Context: an optimization exercise on an open-source flow, tuned for small area, a short achievable clock period and few clock cycles per item. The choices shown serve that exercise and are no tape-out recipe.
Only simulation tests tie the RTL to the original design; equivalence was not proved.

==> branch onyx: inputs <==
// bf16_arithmetic_unit
module bf16_arithmetic_unit (
    input  wire        CLK,
    input  wire        RST,
    input  wire        REQ_VALID,
    input  wire [3:0]  REQ_OP,
    input  wire [31:0] REQ_A,
    input  wire [31:0] REQ_B,
    output wire        REQ_READY,
    input  wire        RSP_READY,
    output wire        RSP_VALID,
    output wire [63:0] RSP_R,
    output wire        RSP_FLAG,
    output wire        RSP_ILLEGAL
);
export LEC_CHECK = 0
export ABC_AREA = 1
export CAP_MARGIN = 20
export CORE_MARGIN = 2
export CORE_UTILIZATION = 45
export SETUP_SLACK_MARGIN = 5
export SLEW_MARGIN = 20
export TNS_END_PERCENT = 5
create_clock -name core_clock -period 16.0 [get_ports {CLK}]
standard.sh (not shown) runs the stock make flow with config.mk's settings and CLKGATE_MAP_FILE= SYNTH_SCRIPT=/design/flow/synth_recipe.tcl, a recipe that flattens the netlist after the stock synthesis.
==> flow/flow/run.sh <==
#!/bin/bash
set -e
bash standard.sh SETUP_SLACK_MARGIN=9 finish > standard.log 2>&1
==> branch yarrow: changes against branch onyx <==
--- a/flow/config.mk
+++ b/flow/config.mk
@@ -6,9 +6,9 @@
 export NUM_CORES = 4
 export LEC_CHECK = 0
 export ABC_AREA = 1
 export CAP_MARGIN = 20
 export CORE_MARGIN = 2
 export CORE_UTILIZATION = 45
 export SETUP_SLACK_MARGIN = 5
 export SLEW_MARGIN = 20
-export TNS_END_PERCENT = 5
+export TNS_END_PERCENT = 20
==> branch lagoon: changes against branch onyx <==
--- a/flow/design.v
+++ b/flow/design.v
@@ -296,42 +296,17 @@
     wire [15:0] a16 = a_q[15:0];
     wire [15:0] b16 = b_q[15:0];
     reg         sel_c, sel_ty;
     wire [31:0] mul_m   = r_q[31:0];
     wire [15:0] mul_n   = b_q[15:0];
     wire [15:0] rs_y    = b_q[15:0];
     wire [31:0] mul_c   = sel_c ? r_q[63:32] : sel_ty ? {rs_y, rs_y} : 32'd0;
     wire [15:0] mul_y   = sel_ty ? rs_y : 16'd0;
-    localparam [47:0] BOOTH_K = 48'h0 - (48'h1 << 33) - (48'h1 << 35) - (48'h1 << 37)
-                              - (48'h1 << 39) - (48'h1 << 41) - (48'h1 << 43)
-                              - (48'h1 << 45) - (48'h1 << 47);
-    wire [18:0] bth_n = {2'b00, mul_n, 1'b0};
-    reg  [47:0] bth_row [0:8];
-    reg  [47:0] bth_neg;
-    reg  [2:0]  bth_t;
-    reg         bth_one, bth_two, bth_sub;
-    reg  [33:0] bth_mag, bth_pp;
-    integer bi;
-    always @(*) begin
-        bth_neg = 48'd0;
-        for (bi = 0; bi < 9; bi = bi + 1) begin
-            bth_t   = bth_n[2*bi +: 3];
-            bth_one = bth_t[0] ^ bth_t[1];
-            bth_two = (bth_t == 3'b011) || (bth_t == 3'b100);
-            bth_sub = bth_t[2] & ~(bth_t[1] & bth_t[0]);
-            bth_mag = bth_one ? {2'b00, mul_m} : bth_two ? {1'b0, mul_m, 1'b0} : 34'd0;
-            bth_pp  = bth_sub ? ~bth_mag : bth_mag;
-            bth_row[bi] = ({14'd0, ~bth_pp[33], bth_pp[32:0]} << (2*bi)) | (bth_neg << 2*bi >> 2);
-            bth_neg = {47'd0, bth_sub};
-        end
-    end
-    wire [47:0] prod    = bth_row[0] + bth_row[1] + bth_row[2] + bth_row[3] + bth_row[4]
-                        + bth_row[5] + bth_row[6] + bth_row[7] + bth_row[8]
-                        + (BOOTH_K | {31'd0, bth_neg[0], 16'd0}) + mul_c + {mul_y, 17'd0};
+    wire [47:0] prod    = mul_m * mul_n + mul_c + {mul_y, 17'd0};
     wire [15:0] rs_ynew = {prod[32] ^ rs_y[0], prod[31:17]};
     reg [31:0]   dv_r [0:DK];
     reg [DK-1:0] dv_q;
     reg [DW:0]   dv_diff;
     integer j;
     always @(*) begin
         dv_r[0] = r_q[63:32];
         for (j = 0; j < DK; j = j + 1) begin
--- a/flow/config.mk
+++ b/flow/config.mk
@@ -6,9 +6,8 @@
 export NUM_CORES = 4
 export LEC_CHECK = 0
 export ABC_AREA = 1
 export CAP_MARGIN = 20
 export CORE_MARGIN = 2
 export CORE_UTILIZATION = 45
 export SETUP_SLACK_MARGIN = 5
 export SLEW_MARGIN = 20
-export TNS_END_PERCENT = 5
==> flow_metrics.tcl <==
set metrics [dict create \
    status "finished clean" \
    clk_share 0.01174 \
    nNonClkBuffers 506 \
    area_growth_pct 19.07 \
    fill_cells 9633 \
    die_y_um 314.9 \
    drtPass1Iterations 10 \
    reg2reg_slack_ns 8.51 \
    ys_top_cells_by_count "nand2_1 (1233), inv_1 (844), o21ai_0 (789), nand3_1 (613), nor2_1 (380)" \
    max_stage_delay_ns 0.57 \
    post-route-util 0.5378 \
    path_buf_inv 7 \
    worstPathMaxFanout 16 \
    slew_headroom 0.1658 \
    tap_cells 1276 \
]
(the above is from branch yarrow)
==> flow_metrics.tcl <==
set metrics [dict create \
    status "finished clean" \
    die_y_um 314.9 \
    path_buf_inv 7 \
    clk_share 0.01212 \
    fill_cells 9876 \
    r2r_cells 27 \
    tap_cells 1276 \
    slew_headroom 0.1650 \
    max_stage_delay_ns 0.73 \
    multi_input_gates 5195 \
    post-route-util 0.5210 \
]
(the above is from branch onyx)
==> flow_metrics.tcl <==
set metrics [dict create \
    die_y_um 324.8 \
    nNonClkBuffers 554 \
    tap_cells 1368 \
    post-route-util 0.5443 \
    fp.dieW_um 324.8 \
    clk_share 0.01065 \
    worstPathMaxFanout 21 \
    whs_ns 0.6007 \
    fill_cells 9983 \
    status "finished clean" \
    slew_headroom 0.2135 \
    path_buf_inv 6 \
    reg2reg_slack_ns 8.59 \
    max_stage_delay_ns 0.51 \
    maxCapViolations 0 \
    area_growth_pct 19.75 \
    ys_top_cells_by_count "nand2_1 (1761), inv_1 (1282), o21ai_0 (587), fa_1 (512), nand3_1 (391)" \
]
(the above is from branch lagoon)
Testbench counts of branch onyx, summed over its fixed seeds: cycles 22,166, items 4,800.
Testbench counts of branch yarrow, summed over its fixed seeds: cycles 22,166, items 4,800.
Testbench counts of branch lagoon, summed over its fixed seeds: cycles 22,166, items 4,800.

==> port drivers added, routing unchanged <==
No port has a modelled driver above. Below, the same layouts with a new extraction and two added sets of constraints.
Step 1 sets driving cells, clkbuf_16 on the clock port and buf_2 on the other inputs (assumed; they add their load-dependent delay and slew).
Step 2 adds t to the input delays and takes it off the output delays; t is the mean of the earliest and latest rising clock arrival at the registers after step 1. Input paths then give back, and output paths get back, about the clock's delay inside the block.
a / b / c = ideal / step 1 / step 2; a / b = the first two.
run	shift t [ns]	setup slack, ns	worst hold slack (ns)	cell pins on the clock port's net
branch onyx	0.572	8.368 / 8.368 / 8.079	0.675 / 0.675 / 0.675	1
branch yarrow	0.576	8.510 / 8.510 / 8.154	0.674 / 0.674 / 0.674	1
branch lagoon	0.577	8.591 / 8.591 / 8.367	0.601 / 0.601 / 0.601	1
After both steps setup and hold are still met in every run listed. For branch yarrow, which loses most, drivers alone change the setup slack by 0.000 ns; drivers and shift together by -0.356 ns.
